Context: an optimization exercise on an open-source flow, tuned for small area. The choices shown serve that exercise and are no tape-out recipe.
Only simulation tests tie the RTL to the original design; equivalence was not proved.
Power and IR drop assume default switching activity. No driver is modelled on the clock port, so clocking that relies on it looks cheaper here than on a real chip.

Setup of north:
// x10_cm17a
module x10_cm17a (
    input  wire        clk,
    input  wire        rst,
    input  wire [15:0] cfg_wait,
    input  wire [15:0] cfg_reset,
    input  wire [15:0] cfg_gap,
    input  wire [15:0] cfg_err,
    input  wire [6:0]  cfg_dim_step,
    input  wire        cmd_valid,
    input  wire [1:0]  cmd_kind,
    input  wire [3:0]  cmd_func,
    input  wire [3:0]  cmd_house,
    input  wire [15:0] cmd_units,
    input  wire [6:0]  cmd_percent,
    output wire        st_valid,
    output wire [2:0]  st_code,
    input  wire        close,
    input  wire        conn_connect,
    input  wire        conn_fix,
    input  wire        line_fail,
    output wire        line1,
    output wire        line0,
    output wire [1:0]  conn_state,
    output wire        evt_broken,
    output wire        evt_fixed,
    output wire        tx_stopped,
    output wire        sent_valid,
    input  wire        sent_ready,
    output wire [1:0]  sent_func,
    output wire [3:0]  sent_house,
    output wire [15:0] sent_units,
    output wire [6:0]  sent_percent,
    input  wire        rx_l1,
    input  wire        rx_l0,
    output wire        dec_valid,
    output wire [1:0]  dec_func,
    output wire [3:0]  dec_house,
    output wire [3:0]  dec_unit,
    output wire        dec_desync
);
For scale: roughly 1300 cells after synthesis, ~470 flip-flops, ~170 I/O pins, ~0.018 mm2 of cells after synthesis.
==> flow/config.mk <==
export PLATFORM = sky130hd
export DESIGN_NAME = x10_cm17a
export DESIGN_NICKNAME = x10_cm17a
export VERILOG_FILES = /design/flow/design.v
export SDC_FILE = /design/flow/constraint.sdc
export NUM_CORES = 4
export LEC_CHECK = 0
export ABC_AREA = 1
export CAP_MARGIN = 20
export CORE_MARGIN = 2
export CORE_UTILIZATION = 85
export SLEW_MARGIN = 20
==> flow/constraint.sdc <==
create_clock -name core_clock -period 6.0 [get_ports {clk}]
set_input_delay 1.2000 -clock core_clock [delete_from_list [all_inputs] [get_ports {clk}]]
set_output_delay 1.2000 -clock core_clock [all_outputs]
set_load 0.01 [all_outputs]
standard.sh (not shown) runs the stock make flow with config.mk's settings and CLKGATE_MAP_FILE= SYNTH_SCRIPT=/design/flow/synth_recipe.tcl, a recipe that flattens the netlist after the stock synthesis.
==> flow/flow/run.sh <==
#!/bin/bash
# The standard layout (standard.sh) with these changes:
#  - synthesis maps logic with an area-oriented ABC script (flow/abc_area.script);
#    registers are mapped by the standard dfflibmap step before ABC, unchanged
#  - port buffers are plain sky130_fd_sc_hd__buf_1 cells
#  - clock tree synthesis inserts no dummy loads
# Each tool's output goes to flow.log here and to the ORFS logs under orfs/logs.
set -euo pipefail
HERE=$PWD
{
  head -n 1 synth_recipe.tcl
  cat <<TCL
proc abc {args} {
  set i [lsearch -exact \$args -script]
  if { \$i >= 0 } { lset args [expr {\$i + 1}] $HERE/flow/abc_area.script }
  yosys abc {*}\$args
}
TCL
  tail -n +2 synth_recipe.tcl
} > my_synth.tcl
sed "s#SYNTH_SCRIPT=[^ ]*#SYNTH_SCRIPT=$HERE/my_synth.tcl#" standard.sh > my_standard.sh
export BUFFER_PORTS_ARGS="-buffer_cell sky130_fd_sc_hd__buf_1"
export CTS_ARGS="-sink_clustering_enable -repair_clock_nets -dont_use_dummy_load -buf_list sky130_fd_sc_hd__clkbuf_16 -sink_clustering_size 34 -sink_clustering_max_diameter 80"
bash my_standard.sh > flow.log 2>&1
==> flow/flow/abc_area.script <==
strash
&get -n
&st
&if -K 4 -a
&mfs
&st
&deepsyn -T 30
&dch
&put
amap
topo
north did not finish; a tool error ended it in global routing.
Inputs modified between north and south:
- CORE_UTILIZATION changed from 85 to 70
--- a/flow/flow/run.sh
+++ b/flow/flow/run.sh
@@ -23 +23 @@
-export CTS_ARGS="-sink_clustering_enable -repair_clock_nets -dont_use_dummy_load -buf_list sky130_fd_sc_hd__clkbuf_16 -sink_clustering_size 34 -sink_clustering_max_diameter 80"
+export CTS_ARGS="-sink_clustering_enable -repair_clock_nets -dont_use_dummy_load -buf_list sky130_fd_sc_hd__clkbuf_16 -sink_clustering_size 30 -sink_clustering_max_diameter 100"
Findings:
Share of synthesized cell area in full adder, half adder and majority cells came out exactly the same in north and south.
Post-detailed-placement half-perimeter wirelength: south better than north
Area share of and/or/nand/nor cells after synthesis: south > north
south ended with every stage complete and zero timing, DRC or antenna violations.
Lower minimum setup slack after placement among north and south: north
Higher count of cell types in the netlist among north and south: south
What east does differently from south at the input level:
- an added GPL_TIMING_DRIVEN of 0
- a change of SLEW_MARGIN from 20 to 0
- a change of CORE_UTILIZATION from 70 to 40
- a change of CAP_MARGIN from 20 to 0
--- a/flow/flow/abc_area.script
+++ b/flow/flow/abc_area.script
@@ -7 +7 @@
-&deepsyn -T 30
+&syn2
[summary]
Clock network contribution to total cell area of south is on par with east. | number of buffers created by CTS | lower: south |. Going from south to east, power saw an increase, cell depth of the worst setup path saw a decrease, clock buffer count in the final layout saw an increase.
Here is what was changed in the inputs of west compared with east.
- clearing GPL_TIMING_DRIVEN, which used to be 0
--- a/flow/flow/abc_area.script
+++ b/flow/flow/abc_area.script
@@ -7 +7 @@
-&syn2
+&deepsyn -T 30
==> comparison <==
Both conditions hold for east: the flow ran to the end and the final layout passed the timing, DRC and antenna checks.
west: flow completed, timing, DRC and antenna clean
Comparing east with west, the number of diodes came out essentially unchanged.
Diff east -> west: final cell count decreased by 3.9% relative to the old numbers; hold slack decreased by 10 ps relative to the old numbers; total wirelength of the detailed-routed design decreased by about 2.6% relative to the old numbers; fraction of power consumed by the clock network increased by 0.6 points relative to the old numbers.
west ends up with lower largest stage delay on the critical path than east does.
west gives less share of the clock period used by the worst path after layout than east did.
On HPWL reported at the end of detailed placement, the lower figure sits with west, not east.

* * *

job 8995:
Starting RTL as in the previous note.
Settings: LEC_CHECK=0, ABC_AREA=1, CAP_MARGIN=20, CORE_MARGIN=2, CORE_UTILIZATION=85, SLEW_MARGIN=20; clock period 6.0 ns.
==> flow/flow/run.sh <==
#!/bin/bash
# The standard layout (standard.sh) with these changes:
#  - synthesis maps logic with an area-oriented ABC script (flow/abc_area.script);
#    registers are mapped by the standard dfflibmap step before ABC, unchanged
#  - port buffers are plain sky130_fd_sc_hd__buf_1 cells
#  - clock tree synthesis inserts no dummy loads
# Each tool's output goes to flow.log here and to the ORFS logs under orfs/logs.
set -euo pipefail
HERE=$PWD
{
  head -n 1 synth_recipe.tcl
  cat <<TCL
proc abc {args} {
  set i [lsearch -exact \$args -script]
  if { \$i >= 0 } { lset args [expr {\$i + 1}] $HERE/flow/abc_area.script }
  yosys abc {*}\$args
}
TCL
  tail -n +2 synth_recipe.tcl
} > my_synth.tcl
sed "s#SYNTH_SCRIPT=[^ ]*#SYNTH_SCRIPT=$HERE/my_synth.tcl#" standard.sh > my_standard.sh
export BUFFER_PORTS_ARGS="-buffer_cell sky130_fd_sc_hd__buf_1"
export CTS_ARGS="-sink_clustering_enable -repair_clock_nets -dont_use_dummy_load -buf_list sky130_fd_sc_hd__clkbuf_16 -sink_clustering_size 40 -sink_clustering_max_diameter 80"
bash my_standard.sh > flow.log 2>&1
==> flow/flow/abc_area.script <==
strash
&get -n
&st
&if -K 4 -a
&mfs
&st
&deepsyn -T 30
&dch
&put
amap
topo
Job 8995 terminated abnormally: global routing (5_1_grt) reported GRT-0116.
[inputs] job 5374 vs job 8995
- CORE_UTILIZATION: 85 -> 70
diff --git a/flow/flow/run.sh b/flow/flow/run.sh
--- a/flow/flow/run.sh
+++ b/flow/flow/run.sh
@@ -21,4 +21,4 @@
 sed "s#SYNTH_SCRIPT=[^ ]*#SYNTH_SCRIPT=$HERE/my_synth.tcl#" standard.sh > my_standard.sh
 export BUFFER_PORTS_ARGS="-buffer_cell sky130_fd_sc_hd__buf_1"
-export CTS_ARGS="-sink_clustering_enable -repair_clock_nets -dont_use_dummy_load -buf_list sky130_fd_sc_hd__clkbuf_16 -sink_clustering_size 40 -sink_clustering_max_diameter 80"
+export CTS_ARGS="-sink_clustering_enable -repair_clock_nets -dont_use_dummy_load -buf_list sky130_fd_sc_hd__clkbuf_8 -sink_clustering_size 16 -sink_clustering_max_diameter 60"
 bash my_standard.sh > flow.log 2>&1
Job 5374 did not stop at any stage, and its layout met the timing, DRC and antenna checks. Taking job 8995 as the reference, in job 5374 initial core utilization went down by 16 points, number of top-level design ports was more or less identical, instance area after placement went up by 0.37%, synthesized cell count was more or less identical, width of the die went up by 9.9%. As far as fraction of the mapped netlist area in adder cells is concerned, job 5374 and job 8995 perform about the same. Per the comparison of job 5374 with job 8995, number of buffers created by CTS went up by 22; synthesized area per cell flat; die extent in y went up; number of cell rows went up. Relative to job 8995, final weighted congestion in routability-driven placement has decreased by 6.8% in job 5374.
diff inputs: job 5374 => job 7385
- setting PLACE_DENSITY to 0.85 for the first time
diff --git a/flow/flow/run.sh b/flow/flow/run.sh
--- a/flow/flow/run.sh
+++ b/flow/flow/run.sh
@@ -21,4 +21,4 @@
 sed "s#SYNTH_SCRIPT=[^ ]*#SYNTH_SCRIPT=$HERE/my_synth.tcl#" standard.sh > my_standard.sh
 export BUFFER_PORTS_ARGS="-buffer_cell sky130_fd_sc_hd__buf_1"
-export CTS_ARGS="-sink_clustering_enable -repair_clock_nets -dont_use_dummy_load -buf_list sky130_fd_sc_hd__clkbuf_8 -sink_clustering_size 16 -sink_clustering_max_diameter 60"
+export CTS_ARGS="-sink_clustering_enable -repair_clock_nets -dont_use_dummy_load -buf_list sky130_fd_sc_hd__clkbuf_16 -sink_clustering_size 34 -sink_clustering_max_diameter 80"
 bash my_standard.sh > flow.log 2>&1
Findings:
From job 5374 to job 7385 the numbers moved as follows: routed wire length ~0 delta; clock skew moved down; total non-filler cell area in the finished layout did not really move; worst hold slack climbed 12 ps.
Inputs modified between job 7385 and job 1446:
- SLEW_MARGIN: 20 -> 0
- CAP_MARGIN: 20 -> 0
- PLACE_DENSITY: 0.85 -> unset
diff --git a/flow/flow/run.sh b/flow/flow/run.sh
--- a/flow/flow/run.sh
+++ b/flow/flow/run.sh
@@ -21,4 +21,4 @@
 sed "s#SYNTH_SCRIPT=[^ ]*#SYNTH_SCRIPT=$HERE/my_synth.tcl#" standard.sh > my_standard.sh
 export BUFFER_PORTS_ARGS="-buffer_cell sky130_fd_sc_hd__buf_1"
-export CTS_ARGS="-sink_clustering_enable -repair_clock_nets -dont_use_dummy_load -buf_list sky130_fd_sc_hd__clkbuf_16 -sink_clustering_size 34 -sink_clustering_max_diameter 80"
+export CTS_ARGS="-sink_clustering_enable -repair_clock_nets -dont_use_dummy_load -buf_list sky130_fd_sc_hd__clkbuf_16 -sink_clustering_size 30 -sink_clustering_max_diameter 100"
 bash my_standard.sh > flow.log 2>&1
==> results.txt <==
- [compare] base=job 7385 new=job 1446: post-route cell area did not really move, share of the synthesized area in compound gates (AO/OA/AOI/OAI) did not really move, worst hold slack went down.
- | number of stages on the worst setup path | lower: job 7385 |
- Job 7385 and job 1446 ended up with roughly the same sequential share of layout area.
- Job 1446 has setup slack below what job 7385 had.
- The final reports for job 1446 and job 7385 show mean instance size in the synthesized netlist lower in the former.
- Compared job 1446 against job 7385; routed wire length within noise.
- Looking at required time of the worst setup path, job 1446 sits 130 ps above job 7385.
--- input diff job 1446..job 6434 ---
- changing CORE_UTILIZATION from 70 to 40
- changing CAP_MARGIN from 0 to 20
- changing SLEW_MARGIN from 0 to 20
==> flow/flow/abc_area.script <==
strash
&get -n
&st
&if -K 4 -a
&mfs
&st
&syn2
&dch
&put
amap
topo
==> results.txt <==
Compared with job 1446, in job 6434 final HPWL from detailed placement now larger, worst setup slack after placement now smaller.
Job 6434: PASS, flow complete, no timing, DRC or antenna violations
On fraction of layout cells with a size suffix above 1, the higher figure sits with job 6434, not job 1446.
In the reports for job 6434 and job 1446, the larger met2 layer wire length in the routed design belongs to job 6434.
Diff job 1446 -> job 6434: critical path data required time essentially unchanged; overall power consumption increased 870 µW.
Changes in job 4399 relative to job 6434:
- swapping 40 for 70 in CORE_UTILIZATION
diff --git a/flow/flow/run.sh b/flow/flow/run.sh
--- a/flow/flow/run.sh
+++ b/flow/flow/run.sh
@@ -21,4 +21,4 @@
 sed "s#SYNTH_SCRIPT=[^ ]*#SYNTH_SCRIPT=$HERE/my_synth.tcl#" standard.sh > my_standard.sh
 export BUFFER_PORTS_ARGS="-buffer_cell sky130_fd_sc_hd__buf_1"
-export CTS_ARGS="-sink_clustering_enable -repair_clock_nets -dont_use_dummy_load -buf_list sky130_fd_sc_hd__clkbuf_16 -sink_clustering_size 30 -sink_clustering_max_diameter 100"
+export CTS_ARGS="-sink_clustering_enable -repair_clock_nets -dont_use_dummy_load -buf_list sky130_fd_sc_hd__clkbuf_16 -sink_clustering_size 34 -sink_clustering_max_diameter 80"
 bash my_standard.sh > flow.log 2>&1
==> flow/flow/abc_area.script <==
strash
&get -n
&st
&if -K 4 -a
&mfs
&st
&deepsyn -T 30
&dch
&put
amap
topo
Findings:
- Compared with job 6434, job 4399 improves cell area.
- Job 4399 vs job 6434, post-synthesis simple-gate area fraction went down by 0.59 points.
- Job 4399 — final critical delay including setup and external delays 300 ps lower, job 6434 as reference
- Looking at non-filler instance count after layout across job 6434 and job 4399, the one that comes out higher is job 6434.
- Looking at destination of the critical timing path, the u_tx.phase[0] result is from job 6434; the u_tx.prog[3] one comes from job 4399.
- Job 4399: portion of total power attributed to combinational logic is 1.9 points lower than what job 6434 reported.
- From job 6434 to job 4399 the numbers moved as follows: post-layout total power now sits lower, wire length of the first global-routing pass has decreased.
- Job 4399: combined area of all synthesized cells lower than job 6434
- Job 6434 has a higher synthesized cell count than job 4399.

port drivers added, routing unchanged:
In the flow no input, the clock included, has a driving cell. The finished layouts below were timed again as built, in two steps.
Step 1: set_driving_cell puts a clkbuf_16 on clk and a buf_2 on each other input, an assumption about the parent block.
Step 2 moves the port delays by t, midway between the first and last clock arrival at a register: inputs arrive t later, outputs are due t later. That takes back most of the time a late clock gives input paths.
Three values: ideal ports, drivers, drivers and shift; two values: the first two.
| run | t, ns | slack for setup (ns) | slew at the worst register clock pin (ns) | worst slew at a driven data input, ns | pins driven straight from the clock port |
|---|---|---|---|---|---|
| south | 0.581 | 1.633 / 1.633 / 1.288 | 0.11 / 0.11 | 0.06 | 1 |
| east | 0.588 | 0.563 / 0.563 / 0.367 | 0.11 / 0.11 | 0.05 | 1 |
| west | 0.595 | 1.706 / 1.706 / 1.374 | 0.12 / 0.12 | 0.07 | 1 |
| job 5374 | 0.597 | 1.761 / 1.761 / 1.413 | 0.10 / 0.10 | 0.06 | 1 |
| job 7385 | 0.567 | 1.675 / 1.675 / 1.389 | 0.12 / 0.12 | 0.07 | 1 |
| job 1446 | 0.581 | 1.633 / 1.633 / 1.288 | 0.11 / 0.11 | 0.06 | 1 |
| job 6434 | 0.594 | 1.423 / 1.423 / 1.221 | 0.12 / 0.12 | 0.08 | 1 |
| job 4399 | 0.567 | 1.720 / 1.720 / 1.387 | 0.12 / 0.12 | 0.06 | 1 |
After both steps every run listed still meets setup and hold. For job 5374, which loses most, drivers alone change the setup slack by 0.000 ns; drivers and shift together by -0.348 ns.
